Source: an optimization exercise on an open RTL-to-GDS flow (aim: small area). Production flows keep margins and buffers that such runs may drop. Only simulation tests tie the RTL to the original design; equivalence was not proved. Power and IR drop assume default switching activity.

$ cat design/flow/design.v
module emedal_sender (
    input  wire        clk,
    input  wire        rst,
    input  wire        start,
    input  wire [15:0] start_image_id,
    input  wire [23:0] start_len,
    input  wire        tick,
    output wire        ready,
    output wire [23:0] pl_addr,
    input  wire [7:0]  pl_data,
    output wire        tx_valid,
    output wire [7:0]  tx_data,
    input  wire        tx_ready,
    input  wire [15:0] rx_count,
    input  wire [7:0]  rx_data,
    output wire        rx_pop,
    output wire [2:0]  state,
    output wire [1:0]  last_outcome,
    output wire [1:0]  fail_stage,
    output wire [15:0] fail_index,
    output wire [1:0]  fail_cause,
    output wire [23:0] sent_bytes,
    output wire        nack_valid,
    output wire [15:0] nack_expected,
    output wire [15:0] nack_got
);
    localparam [2:0] S_IDLE = 3'd0, S_DONE = 3'd4;
    localparam [2:0] C_READY = 3'd0, C_WAIT = 3'd4, C_TX = 3'd6, C_CRC = 3'd7,
                     C_READ = 3'd1, C_ACK = 3'd3, C_NOP = 3'd2;
    function [15:0] inc16(input [15:0] x, input ci);
        integer i;
        reg cy;
        begin
            cy = ci;
            for (i = 0; i < 16; i = i + 1) begin
                inc16[i] = x[i] ^ cy;
                cy = x[i] & cy;
            end
        end
    endfunction
    function ge8(input [7:0] x, input [7:0] y);
        integer i;
        reg g;
        begin
            g = 1'b1;
            for (i = 0; i < 8; i = i + 1)
                g = (x[i] & !y[i]) | (!(x[i] ^ y[i]) & g);
            ge8 = g;
        end
    endfunction
    function [19:0] add20_4(input [19:0] x, input [3:0] y);
        integer i;
        reg cy, yb;
        begin
            cy = 1'b0;
            for (i = 0; i < 20; i = i + 1) begin
                yb = (i < 4) ? y[i] : 1'b0;
                add20_4[i] = x[i] ^ yb ^ cy;
                cy = (x[i] & yb) | (cy & (x[i] ^ yb));
            end
        end
    endfunction
    reg [2:0]  fsm;
    reg [2:0]  ctl;
    reg [15:0] seq;        
    reg [23:0] lq;         
    reg [23:4] sent_r;
    reg [2:0]  b;          
    reg [1:0]  retry_cnt;
    reg [1:0]  last_out_r;
    reg [15:0] crc;        
    reg [7:0]  c;
    reg        ack_ok, nack_ok;
    reg        part;       
    wire [7:0]  rem   = lq[23:16];
    wire [15:0] quo   = lq[15:0];
    wire in_ready = (ctl == C_READY);
    wire in_wait  = (ctl == C_WAIT);
    wire in_tx    = (ctl == C_TX);
    wire in_crc   = (ctl == C_CRC);
    wire in_read  = (ctl == C_READ);
    wire in_ack   = (ctl == C_ACK);
    wire st1      = (fsm == 3'd1);
    wire st2      = (fsm == 3'd2);
    wire st3      = (fsm == 3'd3);
    wire awaiting = !fsm[2] && (fsm[1] | fsm[0]);
    wire hdr      = (c[7:3] == 5'b11111) | in_read;
    wire [2:0] hidx = in_read ? b : c[2:0];
    wire ge240    = (c[7:4] == 4'b1111);
    wire crc_lo   = (c == 8'd240);
    wire last_pos = (c == 8'd241);
    wire ge_rem   = ge8(c, rem);
    wire [7:0] len_byte = st1 ? 8'd4 :
                          st2 ? (part ? rem : 8'd240) : 8'd0;
    wire       cin0   = (rem != 8'd0);
    wire       cin    = c[0] ? (cin0 & (quo[7:0] == 8'hFF)) : cin0;
    wire [7:0] tp_src = c[0] ? quo[15:8] : quo[7:0];
    wire [15:0] tp_inc = inc16({8'd0, tp_src}, cin);
    wire [7:0] tp_byte = tp_inc[7:0];
    reg [7:0] fbyte;
    always @(*) begin
        if (hdr) begin
            case (hidx)
                3'd0:    fbyte = 8'h5A;
                3'd1:    fbyte = 8'hA5;
                3'd2:    fbyte = 8'h55;
                3'd3:    fbyte = 8'hAA;
                3'd4:    fbyte = {6'd0, fsm[1:0]};
                3'd5:    fbyte = st1 ? 8'd0 : seq[7:0];
                3'd6:    fbyte = st1 ? 8'd0 : seq[15:8];
                default: fbyte = len_byte;
            endcase
        end else if (ge240) begin
            fbyte = crc[7:0];
        end else if (st1) begin
            case (c)
                8'd0:    fbyte = seq[7:0];
                8'd1:    fbyte = seq[15:8];
                8'd2:    fbyte = tp_byte;
                8'd3:    fbyte = tp_byte;
                default: fbyte = 8'd0;
            endcase
        end else if (st2 && !(part && ge_rem)) begin
            fbyte = pl_data;
        end else begin
            fbyte = 8'd0;
        end
    end
    wire       fb      = (crc[0] ^ fbyte[b]) & !crc_lo;
    wire [15:0] crc_nx = {fb, crc[15], crc[14] ^ fb, crc[13:2], crc[1] ^ fb};
    wire rx_eq   = (rx_data == fbyte);
    wire rx_ack  = (rx_data == 8'd4);
    wire rx_nack = (rx_data == 8'd5);
    wire poll_hit = (rx_count[15:4] != 12'd0) || (rx_count[3:0] >= 4'd11);
    wire rx_last  = (rx_count == 16'd1);
    wire len_ok   = (start_len <= 24'd15728400);
    wire [7:0] lim_m1 = st2 ? 8'd99 : 8'd199;
    wire can_retry = st2 && (retry_cnt != 2'd3);
    wire ack_stop = !hdr && (part ? ge_rem : ge240);
    wire       dge    = lq[23] | (lq[22:19] == 4'b1111);
    wire [15:0] div_inc = inc16({12'd0, lq[22:19]}, dge);
    wire [23:0] lq_div = {div_inc[3:0], lq[18:0], dge};
    wire [23:0] addr = {add20_4(sent_r, c[7:4]), c[3:0]};
    wire ev_start  = in_ready & start;
    wire ev_tick   = in_ready & !start & tick;
    wire acc       = ev_start & !awaiting & len_ok;
    wire tick_live = ev_tick & awaiting;
    wire timeout   = tick_live & (c == lim_m1);
    wire tick_poll = tick_live & !timeout;
    wire frame_end = in_tx & tx_ready & last_pos;
    wire byte_next = in_crc & (b == 3'd7);
    wire read_last = in_read & rx_last;
    wire got_ack   = read_last & ack_ok;
    wire got_nack  = read_last & !ack_ok & nack_ok;
    wire ack_done  = in_ack & ack_stop;
    wire nextf     = (got_ack & st1) | ack_done;
    wire fail_ev   = timeout | got_nack;
    wire resend    = fail_ev & can_retry;
    wire give_up   = fail_ev & !can_retry;
    wire begin_f   = acc | nextf | resend;
    wire do_poll   = frame_end | tick_poll;
    wire read_go   = do_poll & poll_hit;
    wire seq_rot   = in_crc & (c[7:1] == 7'b1111100);
    wire to_end    = (st2 & part) | ((seq == quo) & !cin0);
    wire [15:0] c_inc = inc16({8'd0, c}, 1'b1);
    wire [15:0] b_inc = inc16({13'd0, b}, 1'b1);
    reg [2:0] ctl_nx;
    always @(*) begin
        if (begin_f)                         ctl_nx = C_WAIT;
        else if (read_go)                    ctl_nx = C_READ;
        else if (got_ack & st2)              ctl_nx = C_ACK;
        else if (in_wait)                    ctl_nx = C_TX;
        else if (in_tx & tx_ready & !last_pos) ctl_nx = C_CRC;
        else if (byte_next)                  ctl_nx = C_WAIT;
        else if ((in_ready & !start & !tick) | (in_tx & !tx_ready) |
                 (in_crc & !byte_next) | (in_read & !rx_last) | (in_ack & !ack_stop))
                                             ctl_nx = ctl;
        else if (ctl == C_NOP)               ctl_nx = C_READY;
        else                                 ctl_nx = C_NOP;
    end
    always @(posedge clk) begin
        ctl <= rst ? C_READY : ctl_nx;
        if (rst)            fsm <= S_IDLE;
        else if (acc)       fsm <= 3'd1;
        else if (nextf)     fsm <= to_end ? 3'd3 : 3'd2;
        else if (got_ack & st3) fsm <= S_DONE;
        else if (give_up)   fsm <= {1'b1, fsm[1:0]};
        if (nextf & !to_end) part <= (seq == quo);
        if (rst | acc)      last_out_r <= 2'd0;
        else if (got_ack)   last_out_r <= 2'd1;
        else if (got_nack)  last_out_r <= 2'd2;
        else if (timeout)   last_out_r <= 2'd3;
        if (rst | acc)      sent_r <= 20'd0;
        else if (ack_done)  sent_r <= addr[23:4];
        if (acc)            seq <= start_image_id;
        else if (frame_end & st1) seq <= 16'd0;
        else if (seq_rot)   seq <= {seq[0] ^ ack_ok, seq[15:1]};
        if (acc)            lq <= start_len;
        else if (in_crc & st1 & hdr & (b[2:1] == 2'b00)) lq <= lq_div;
        if (acc | nextf)    retry_cnt <= 2'd0;
        else if (resend)    retry_cnt <= {retry_cnt[1] ^ retry_cnt[0], !retry_cnt[0]};
        if (begin_f)        c <= 8'd248;
        else if (frame_end | (got_ack & st2)) c <= 8'd0;
        else if (byte_next | tick_poll | (in_ack & !ack_stop)) c <= c_inc[7:0];
        if (begin_f | read_go) b <= 3'd0;
        else if (in_crc | (in_read & (b != 3'd7))) b <= b_inc[2:0];
        if (begin_f)        crc <= 16'hFFFF;
        else if (in_crc)    crc <= crc_nx;
        else if (in_read & (b == 3'd5)) crc[7:0] <= rx_data;
        if (begin_f)        ack_ok <= nextf;
        else if (seq_rot)   ack_ok <= seq[0] & ack_ok;
        if (in_read) begin
            case (b)
                3'd0: begin ack_ok <= rx_eq;           nack_ok <= rx_eq; end
                3'd1, 3'd2, 3'd3:
                      begin ack_ok <= ack_ok & rx_eq;  nack_ok <= nack_ok & rx_eq; end
                3'd4: begin ack_ok <= ack_ok & rx_ack; nack_ok <= nack_ok & rx_nack; end
                3'd5, 3'd6:
                      ack_ok <= ack_ok & rx_eq;
                default: ;
            endcase
        end
    end
    wire failed = fsm[2] & (fsm[1] | fsm[0]);
    assign ready         = (ctl == C_READY);
    assign tx_valid      = (ctl == C_TX);
    assign tx_data       = fbyte;
    assign rx_pop        = (ctl == C_READ);
    assign pl_addr       = addr;
    assign state         = {fsm[2], !fsm[2] & fsm[1], fsm[2] ? failed : fsm[0]};
    assign last_outcome  = last_out_r;
    assign fail_stage    = {fsm[2] & fsm[1], fsm[2] & fsm[0]};
    assign fail_index    = (fsm == 3'd6) ? seq : 16'd0;
    assign fail_cause    = failed ? last_out_r : 2'd0;
    wire   all_sent      = (fsm[1] & fsm[0]) | (fsm == S_DONE);
    assign sent_bytes    = {sent_r, all_sent ? rem[3:0] : 4'd0};
    assign nack_valid    = in_read && (b == 3'd6) && nack_ok;
    assign nack_expected = seq;
    assign nack_got      = {rx_data, crc[7:0]};
endmodule
$ cat design/flow/flow/run.sh
#!/bin/bash
# Standard ORFS layout (the standard.sh) with these changes to how the
# layout is made:
#  - ABC maps the combinational logic with an area-oriented script
#    (flow/abc_area_map.script, using amap) instead of ORFS's delay-oriented
#    one; registers come out of synthesis exactly as in the standard flow;
#  - ports are buffered with the smallest buffer, sky130_fd_sc_hd__buf_1;
#  - CTS inserts no dummy loads.
# Each tool's output goes to its own log under orfs/logs; make's to make_finish.log.
set -euo pipefail
rm -rf scripts_mod
cp -r "$FLOW_HOME/scripts" scripts_mod
cp flow/abc_area_map.script scripts_mod/abc_speed.script
bash standard.sh SCRIPTS_DIR="$PWD/scripts_mod" \
    BUFFER_PORTS_ARGS="-buffer_cell sky130_fd_sc_hd__buf_1" \
    CTS_ARGS="-sink_clustering_enable -repair_clock_nets -buf_list sky130_fd_sc_hd__clkbuf_8 -dont_use_dummy_load" \
    finish > make_finish.log 2>&1
$ cat design/flow/flow/abc_area_map.script
strash
dc2
dc2
dch -f
amap -F 4 -A 8
strash
dch -f
amap -F 4 -A 8
topo
$ cat design/flow/standard.sh
#!/bin/bash
# synth_recipe.tcl (not shown) runs the flow's synth.tcl, then flattens the netlist and writes it again
# the make line also repeats each setting of config.mk as NAME=value (left out here)
make -C /OpenROAD-flow-scripts/flow DESIGN_CONFIG=/design/flow/config.mk WORK_HOME=/design/flow/orfs CLKGATE_MAP_FILE= SYNTH_SCRIPT=/design/flow/synth_recipe.tcl "${@:-finish}"
$ cat design/flow/config.mk
export PLATFORM = sky130hd
export DESIGN_NAME = emedal_sender
export DESIGN_NICKNAME = emedal_sender
export VERILOG_FILES = /design/flow/design.v
export SDC_FILE = /design/flow/constraint.sdc
export NUM_CORES = 4
export LEC_CHECK = 0
export CAP_MARGIN = 0
export CORE_MARGIN = 2
export CORE_UTILIZATION = 60
export CTS_BUF_LIST = sky130_fd_sc_hd__clkbuf_8
export SLEW_MARGIN = 0
$ cat design/flow/constraint.sdc
create_clock -name core_clock -period 15.0 [get_ports {clk}]
set_input_delay 3.0000 -clock core_clock [delete_from_list [all_inputs] [get_ports {clk}]]
set_output_delay 3.0000 -clock core_clock [all_outputs]
set_load 0.01 [all_outputs]
==> run notes, run 1 <==
largest net degree at the start of global routing 54; GRT Util Overall 36.4%; post-CTS sizing 0; gr ovfl total 0; H-Tree Depth 3; GR Util met3 slightly above 6%; CP delay by family, top adder cells; EDFF count, synth 42; Routed Antenna Nets 0; Crit path top cell by count ha_1; routed vias/inst 6.39; Final Core Density a little over two thirds; met2 GRT Util 64.1%; Post-Syn Area 6370 um2; die height 107 um; CP bufs+invs 3; worst-margin pin slew 1.07 ns; Largest stage delay, worst path 0.38 ns; most frequent cells in the layout buf_1 (193), nor2_1 (115), clkinv_1 (102), o21ai_0 (68), o22ai_1 (62); sum of negative setup slack 0 ns; max-cap viol count 0; Clock transition at path regs 0.10 ns; crit-path cells ha_1 > clkinv_1 > fa_1 > clkinv_1 > fa_1 > fa_1 > ha_1 > ha_1 > ha_1 > ha_1 > ha_1 > ha_1 > ha_1 > ha_1 > ha_1 > ha_1 > ha_1 > ha_1 > ha_1 > ha_1 > ha_1 > a21oi_1 > buf_1; # diodes 0; fmax 122 MHz; Fin. Hold Viols 0; commonest non-fill, non-tap cell in the layout buf_1; initial drt markers 721; Yosys top cell by area edfxtp_1; Inserted Clock Buffers 9; Mean Syn Cell Area ~8.3 um2; CTS root buffer clkbuf_8; Synth Flop Type dfxtp_1; Crit-path slowest cell dfxtp_1; largest cells by area after synthesis edfxtp_1 (20%), dfxtp_1 (18%), ha_1 (9.8%); Die W between 100 and 150 um; final wirelength 21100 um; outcome complete, no violations; Setup Skew 0.0388 ns; Worst Hold Class register to register; Slew Limit Fails 0; IO Count 194; initial antenna violation count 0; Post-layout nets approximately 1100; Net Count, Synth between 800 and 900; first-pass GRT wire length 32400 um; fin crit period 8.20 ns; Slew HR 28.1%; row count 37; CP arrival about 5.2 ns; gpl congestion 0.971; Synth top area share just under 20%; leakage power 2.59 nW; Max IR drop VDD 103 uV; RSZ-0062 raised after global routing false; IO Port Bufs 193; clock sink count 100; fin crit share 54.7%; register bit total from synthesis 100; hold buffer count at cts 0; final setup vio count 0; CTS tree yes; vias in the first global route 6482; detailed-route via count 6973; Wirelength per Cell 19.3 um; Synth cell types 43; Setup CP Type register to output pin; Most Used Layer, Global Route met2; Clk Latency, worst-skew pair 0.40 ns; FILL cells 850; Ys Warns 1; fraction of layout cells with a size suffix above 1 about 1.9%; Core Region just over 10000 um2; register area share after synthesis 38.1%; Pwr Total 1.35 mW; DR pass1 iterations 6; Worst Path Required 12.00 ns; Cells after Synth 768; Layout area overhead 14.5%; Startpoint Class register; PD cells around 180 nW/um2; Critical Path Sink Type output pin; clock buffer depth 2; hpwl dp 16300 um; critical-path maximum fanout 6; met1 usage in global routing 44.0%; Initial Util between 60% and 70%; # Post-CTS Setup Buffers 0; asr flop ratio synth 0%; drt drc 0; die area 11500 um2
[final timing paths]
path | slack (ns) | startpoint | to | depth (start not counted)
setup / recovery | 6.80 | c[4] | pl_addr[23] | 23
hold / removal | 0.50 | crc[11] | crc[11] | 1
setup reg to reg | 8.20 | c[1] | c[0] | 19
hold reg to reg | 0.50 | crc[11] | crc[11] | 1
[per-stage QoR]
| step | worst slack, ns | std cells | hold WS (ns) | instance area, um2 |
|---|---|---|---|---|
| floorplan | 7.54 | 768 | 0.452 | 6370 |
| global placement | 7.42 | 1083 | 0.469 | 7170 |
| detailed placement | 7.26 | 1083 | 0.475 | 7170 |
| CTS | 6.80 | 1092 | 0.502 | 7290 |
| global route | 6.51 | 1092 | 0.520 | 7290 |
| finish | 6.80 | 1092 | 0.500 | 7290 |
[report_power, final]
| group | switching [mW] | internal [mW] |
|---|---|---|
| clock | 0.0875 | 0.0540 |
| sequential | 0.0873 | 0.383 |
| combinational | 0.486 | 0.247 |
[per-layer routing]
layer / wire length (um) / up-vias
met4: 695 / 0
met3: 1870 / 56
met5: 0 / -
met2: 10500 / 436
met1: 8010 / 3252
li1: - / 3229
[worst reg2reg max path, stage by stage (launching register included)]
cell and delay [ns]:
dfxtp_1 0.56, ha_1 0.31, o21a_1 0.10, o21a_1 0.17, o21a_1 0.17, o21a_1 0.16, o21a_1 0.16, o21a_1 0.17
o21a_1 0.16, o21ai_0 0.77, o21a_1 0.29, nor3_2 0.06, buf_4 0.24, clkinv_1 0.36, o21ai_0 0.42, or2_0 0.39
nor2_1 0.77, clkinv_1 0.76, or2_0 0.47, a221oi_1 0.23
[kinds of logic after synthesis]
logic type	Yosys count	share of synthesized area [%]
compound gates	254	26.5
xor+xnor	1	0.138
fa+ha+maj	53	10.8
buf+inv	123	8.49
flops	100	38.1
simple gates	237	16.1
[area by class of cell]
cell class	count	area (um2)	share of cell area, %
clock buffer	9	124	1.70
timing repair buffer	200	777	10.7
sequential	100	2420	33.2
inverter	102	383	5.25
multi-input combinational	545	3410	46.8
tap	136	170	2.33
[state kept, by name, summed over array words and instances (netlist names), 3 cells and up]
signal	count
seq	16
sent_r	20
ctl	3
fsm	3
crc	16
c	8
lq	24
b	3
[cell usage after synthesis, types with 4 or more instances]
cell type	number
nor2_1	115
clkinv_1	102
o21ai_0	69
o22ai_1	62
dfxtp_1	58
nand2_1	55
ha_1	50
edfxtp_1	42
a21oi_1	24
buf_4	21
nor3_1	20
nand3_1	15
a222oi_1	14
a31oi_1	14
nor4_1	12
o21a_1	12
o22a_1	10
a221oi_1	9
a22o_1	7
a221o_1	6
a22oi_1	5
nand4_1	5
o221ai_1	4
==> run 2, diff against run 1 <==
==> design/flow/flow/run.sh (replaced) <==
#!/bin/bash
# Standard ORFS layout (the standard.sh) with these changes to how the
# layout is made:
#  - synthesis leaves adders to ABC (no ADDER_MAP_FILE half/full-adder cell
#    mapping), and ABC maps the combinational logic with an area-oriented
#    script (flow/abc_area_map.script, using amap) instead of ORFS's
#    delay-oriented one; registers come out of synthesis exactly as in the
#    standard flow;
#  - ports are buffered with the smallest buffer, sky130_fd_sc_hd__buf_1;
#  - CTS inserts no dummy loads.
# Each tool's output goes to its own log under orfs/logs; make's to make_finish.log.
set -euo pipefail
rm -rf scripts_mod
cp -r "$FLOW_HOME/scripts" scripts_mod
cp flow/abc_area_map.script scripts_mod/abc_speed.script
bash standard.sh SCRIPTS_DIR="$PWD/scripts_mod" ADDER_MAP_FILE= \
    BUFFER_PORTS_ARGS="-buffer_cell sky130_fd_sc_hd__buf_1" \
    CTS_ARGS="-sink_clustering_enable -repair_clock_nets -buf_list sky130_fd_sc_hd__clkbuf_8 -dont_use_dummy_load" \
    finish > make_finish.log 2>&1
==> design/flow/flow/abc_area_map.script (replaced) <==
strash
dc2
dc2
dch -f
amap -F 4 -A 8
strash
dc2
dch -f
amap -F 4 -A 8
strash
dch -f
amap -F 4 -A 8
topo
==> run notes, run 2 <==
# diodes 0; Crit path top cell by count clkinv_1; Layout area overhead 15.1%; vias in the first global route 6542; Net Count, Synth 892; worst-margin pin slew 1.25 ns; Clock transition at path regs about 0.08 ns; Post-layout nets 1082; # Post-CTS Setup Buffers 0; Worst Path Required 12.00 ns; H-Tree Depth 3; die height 105 um; Setup Skew roughly 0.025 ns; CTS root buffer clkbuf_8; initial antenna violation count 0; sum of negative setup slack 0 ns; PD cells between 100 and 150 nW/um2; DR pass1 iterations 9; leakage power ~2.3 nW; clock sink count 100; post-CTS sizing 0; Top Registers lq: 24 flops, sent_r: 20 flops; Setup CP Type register to output pin; clock buffer depth 2; commonest non-fill, non-tap cell in the layout buf_1; Max IR drop VDD 96.8 uV; endpoint of the worst register-to-register path crc[13]; GRT Util Overall approximately 37%; count leader, synth nor2_1; IO Port Bufs 193; Pwr Total approximately 800 uW; outcome complete, no violations; Reg2Reg Setup Slack 9.56 ns; Routed Antenna Nets 0; Ys Warns 1; Worst Hold Class register to register; Post-Syn Area 6070 um2; EDFF count, synth between 40 and 50; CP arrival 4.61 ns; met2 WL 9740 um; Die W 105 um; Slew HR 16.7%; RSZ-0062 raised after global routing false; Wirelength per Cell 18.4 um; IO Count 194; Synth top cells by count nor2_1 (169), clkinv_1 (102), nand2_1 (85); largest cells by area after synthesis edfxtp_1 (21%), dfxtp_1 (19%), nor2_1 (10%); asr flop ratio synth 0%; Slew Limit Fails 0; Synth Flop Type dfxtp_1; Clk Latency, worst-skew pair approximately 0.40 ns; gr ovfl total 0; hpwl dp 16100 um; Cells after Synth 815; row count 36; WL met1 8030 um; fin crit share 50.8%; register area share after synthesis approximately two fifths; max layer used met4; crit-path cells clkinv_1 > nor3_1 > clkinv_1 > o22ai_1 > clkinv_1 > nor3_1 > a222oi_1 > o21a_1 > o32ai_1 > buf_1; Final Core Density 71.2%; Post-DP Area 6870 um2; Yosys top cell by area edfxtp_1; Synth cell types 40; Min-Delay Path Depth 1; critical-path maximum fanout 9; reg2reg start ctl[0]; Hold Path Origin crc[15]; max-cap viol count 0; die area 10900 um2; met3 wire len 2230 um; CTS tree yes; Synth top area share 20.8%; fin crit period 7.61 ns; Mean Syn Cell Area 7.45 um2; Crit-path slowest cell nor3_1; gpl congestion 0.996; Startpoint Class register; initial drt markers 841; final wirelength 20900 um; register bit total from synthesis 100; Worst Hold Endpoint crc[14]; Core Region 9820 um2; Initial Util 61.9%; most frequent cells in the layout buf_1 (193), nor2_1 (169), clkinv_1 (102), nand2_1 (85), o21ai_0 (76); Inserted Clock Buffers 9; routed vias/inst 6.42; Largest stage delay, worst path 0.78 ns; largest net degree at the start of global routing between 60 and 70; detailed-route via count 7295; worst reg-to-reg path cell count 15; hold buffer count at cts 0; first-pass GRT wire length 32500 um; Critical Path Sink Type output pin; final setup vio count 0; fin area 6990 um2; Fin. Hold Viols 0; fmax 131 MHz; max reg flops 24; Top reg by flops lq; fraction of layout cells with a size suffix above 1 1.79%; drt drc 0
[run 2: worst max-delay path: cells and delay by family, from the launching register on]
kind,cells,cell delay [ns]
compound gates,4,1.31
buf+inv,4,0.97
flops,1,0.45
simple gates,2,1.49
[run 2: logic make-up after synthesis]
kind of cell    Yosys count  synth area share, %
buf+inv                 123                 8.90
compound gates          259                 27.9
flops                   100                 39.9
simple gates            333                 23.4
[run 2: layer usage]
layer	global-route usage, %	vias to the layer above
li1	-	3377
met1	46.0	3314
met2	61.6	514
met3	9.67	90
met4	15.7	0
met5	0	-
[run 2: cell type report]
class | instances | area, um2
clock buffer | 9 | 124
fill | 833 | 2830
inverter | 102 | 383
multi-input combinational | 592 | 3120
sequential | 100 | 2420
tap | 133 | 166
timing repair buffer | 200 | 777
[run 2: worst max path at each step]
stage | start | end | slack [ns] | depth (start not counted)
2_1_floorplan | pl_data[2] | tx_data[2] | 8.44 | 2
6_report | ctl[0] | tx_data[1] | 7.39 | 10
3_5_place_dp | ctl[0] | tx_data[1] | 7.99 | 10
4_1_cts | ctl[0] | tx_data[1] | 7.58 | 10
3_3_place_gp | pl_data[2] | tx_data[2] | 8.18 | 4
5_1_grt | ctl[0] | tx_data[1] | 6.95 | 10
[run 2: through the flow]
stage / worst slack, ns / std cells / hold slack (ns)
CTS: 7.58 / 1136 / 0.499
floorplan: 8.44 / 815 / 0.448
global route: 6.95 / 1136 / 0.521
finish: 7.39 / 1136 / 0.492
detailed placement: 7.99 / 1127 / 0.481
global placement: 8.18 / 1127 / 0.460
[run 2: where the power goes]
part	internal (mW)	switching, mW	total, mW
sequential	0.330	0.0433	0.374
clock	0.0540	0.0877	0.142
combinational	0.0872	0.179	0.267
total	0.472	0.311	0.782
==> run 3, diff against run 2 <==
--- a/design/flow/flow/run.sh
+++ b/design/flow/flow/run.sh
@@ -16,4 +16,4 @@
 bash standard.sh SCRIPTS_DIR="$PWD/scripts_mod" ADDER_MAP_FILE= \
     BUFFER_PORTS_ARGS="-buffer_cell sky130_fd_sc_hd__buf_1" \
-    CTS_ARGS="-sink_clustering_enable -repair_clock_nets -buf_list sky130_fd_sc_hd__clkbuf_8 -dont_use_dummy_load" \
+    CTS_ARGS="-sink_clustering_enable -repair_clock_nets -buf_list sky130_fd_sc_hd__clkbuf_8 -dont_use_dummy_load -sink_buffer_max_cap_derate 2.0" \
     finish > make_finish.log 2>&1
==> run notes, run 3 <==
dpl ws around 8 ns; row count 36; largest cells by area after synthesis edfxtp_1 (21%), dfxtp_1 (19%), nor2_1 (10%); Post-Syn Area 6070 um2; gpl congestion 0.996; Synth Flop Type dfxtp_1; Synth top area share 20.8%; Ys Warns 1; IO Port Bufs 193; Cells after Synth slightly above 800; outcome stopped before the end; asr flop ratio synth 0%; register bit total from synthesis 100; DP Cell Count ~1100; Net Count, Synth 892; count leader, synth nor2_1; register area share after synthesis between 30 and 40%; Stopped at 4_1_cts; Initial Util between 60 and 70%; die height 105 um; Die W between 100 and 150 um; Mean Syn Cell Area between 7 and 8 um2; Synth cell types 40; Synth top cells by count nor2_1 (169), clkinv_1 (102), nand2_1 (85); IO Count 194; Yosys top cell by area edfxtp_1; EDFF count, synth 42; hpwl dp around 16000 um; First Err [ERROR CTS-0109] sink_buffer_max_cap_derate needs to be between 0 and 1.0.
[run 3: how the worst max path moves through the flow]
stage | end | cells past startpoint
after global placement | tx_data[2] | 4
after floorplan | tx_data[2] | 2
after detailed placement | tx_data[1] | 10
[run 3: logic make-up after synthesis]
logic type	after synthesis	synth area share (%)
buffers and inverters	123	8.90
flip-flops	100	39.9
AO/OA/AOI/OAI	259	27.9
AND/OR/NAND/NOR	333	23.4
[run 3: stage by stage]
stage | power [mW] | area (um2) | util (%)
detailed placement | 0.636 | 6870 | 70.0
global placement | 0.629 | 6870 | 70.0
floorplan | 0.542 | 6070 | -
[run 3: power by group through the flow]
stage | Clock [mW] | Combinational (mW) | Sequential, mW
floorplan | 0 | 0.176 | 0.366
global placement | 0 | 0.253 | 0.377
detailed placement | 0 | 0.260 | 0.377
==> run 4, diff against run 3 <==
--- a/design/flow/flow/run.sh
+++ b/design/flow/flow/run.sh
@@ -16,4 +16,4 @@
 bash standard.sh SCRIPTS_DIR="$PWD/scripts_mod" ADDER_MAP_FILE= \
     BUFFER_PORTS_ARGS="-buffer_cell sky130_fd_sc_hd__buf_1" \
-    CTS_ARGS="-sink_clustering_enable -repair_clock_nets -buf_list sky130_fd_sc_hd__clkbuf_8 -dont_use_dummy_load -sink_buffer_max_cap_derate 2.0" \
+    CTS_ARGS="-sink_clustering_enable -repair_clock_nets -buf_list sky130_fd_sc_hd__clkbuf_8 -dont_use_dummy_load -sink_buffer_max_cap_derate 1.5" \
     finish > make_finish.log 2>&1
==> run notes, run 4 <==
die height 105 um; row count 36; largest cells by area after synthesis edfxtp_1 (21%), dfxtp_1 (19%), nor2_1 (10%); Initial Util about three fifths; First Err [ERROR CTS-0109] sink_buffer_max_cap_derate needs to be between 0 and 1.0.; Synth top cells by count nor2_1 (169), clkinv_1 (102), nand2_1 (85); Stopped at 4_1_cts; gpl congestion ~1.0; Mean Syn Cell Area 7.45 um2; Ys Warns 1; Post-DP Area 6870 um2; outcome stopped before the end; Synth top area share roughly 21%; dpl ws 7.99 ns; register bit total from synthesis 100; hpwl dp 16100 um; Net Count, Synth 892; count leader, synth nor2_1; Die W between 100 and 150 um; asr flop ratio synth 0%; IO Port Bufs just under 200; Synth cell types 40; EDFF count, synth 42; Cells after Synth a little over 800; Yosys top cell by area edfxtp_1; register area share after synthesis 39.9%; IO Count 194; Synth Flop Type dfxtp_1; Post-Syn Area 6070 um2
-- run 4: cell counts after synthesis --
No cell type changed its count.
-- run 4: how the worst min path moves through the flow --
stage               slack [ns]           end  depth (start not counted)
detailed placement        0.48        crc[8]                          1
floorplan                 0.45  retry_cnt[1]                          2
global placement          0.46  retry_cnt[1]                          2
-- run 4: logic make-up after synthesis --
| family | after synthesis | synth area share [%] |
|---|---|---|
| AOI/OAI and AO/OA | 259 | 27.9 |
| DFF | 100 | 39.9 |
| and+or+nand+nor | 333 | 23.4 |
| buffers and inverters | 123 | 8.90 |
-- run 4: stage by stage --
step / instances / utilization [%]
2_1_floorplan: 815 / -
3_3_place_gp: 1127 / 70.0
3_5_place_dp: 1127 / 70.0
-- run 4: power by group through the flow --
stage / clock [mW] / sequential [mW] / combinational [mW]
floorplan: 0 / 0.366 / 0.176
global placement: 0 / 0.377 / 0.253
detailed placement: 0 / 0.377 / 0.260

what the ideal ports hide:
The results above use ideal ports. As a check the final layouts listed here were re-extracted and re-timed, cells and wires unchanged.
Step 1, drivers: a clkbuf_16 drives clk and a buf_2 each remaining input, both assumed.
Step 2 moves the port delays by t, midway between the first and last clock arrival at a register: inputs arrive t later, outputs are due t later. That takes back most of the time a late clock gives input paths.
a / b / c = no drivers / after step 1 / after step 2; a / b = the first two.
run	t, ns	setup WS [ns]	clock arrival spread, ns	worst register clock-pin slew, ns	pins driven straight from the clock port
run 1	0.422	6.799 / 6.762 / 7.184	0.039 / 0.040	0.11 / 0.11	1
run 2	0.419	7.387 / 7.352 / 7.771	0.026 / 0.025	0.10 / 0.10	1
After both steps every run listed still meets setup and hold.
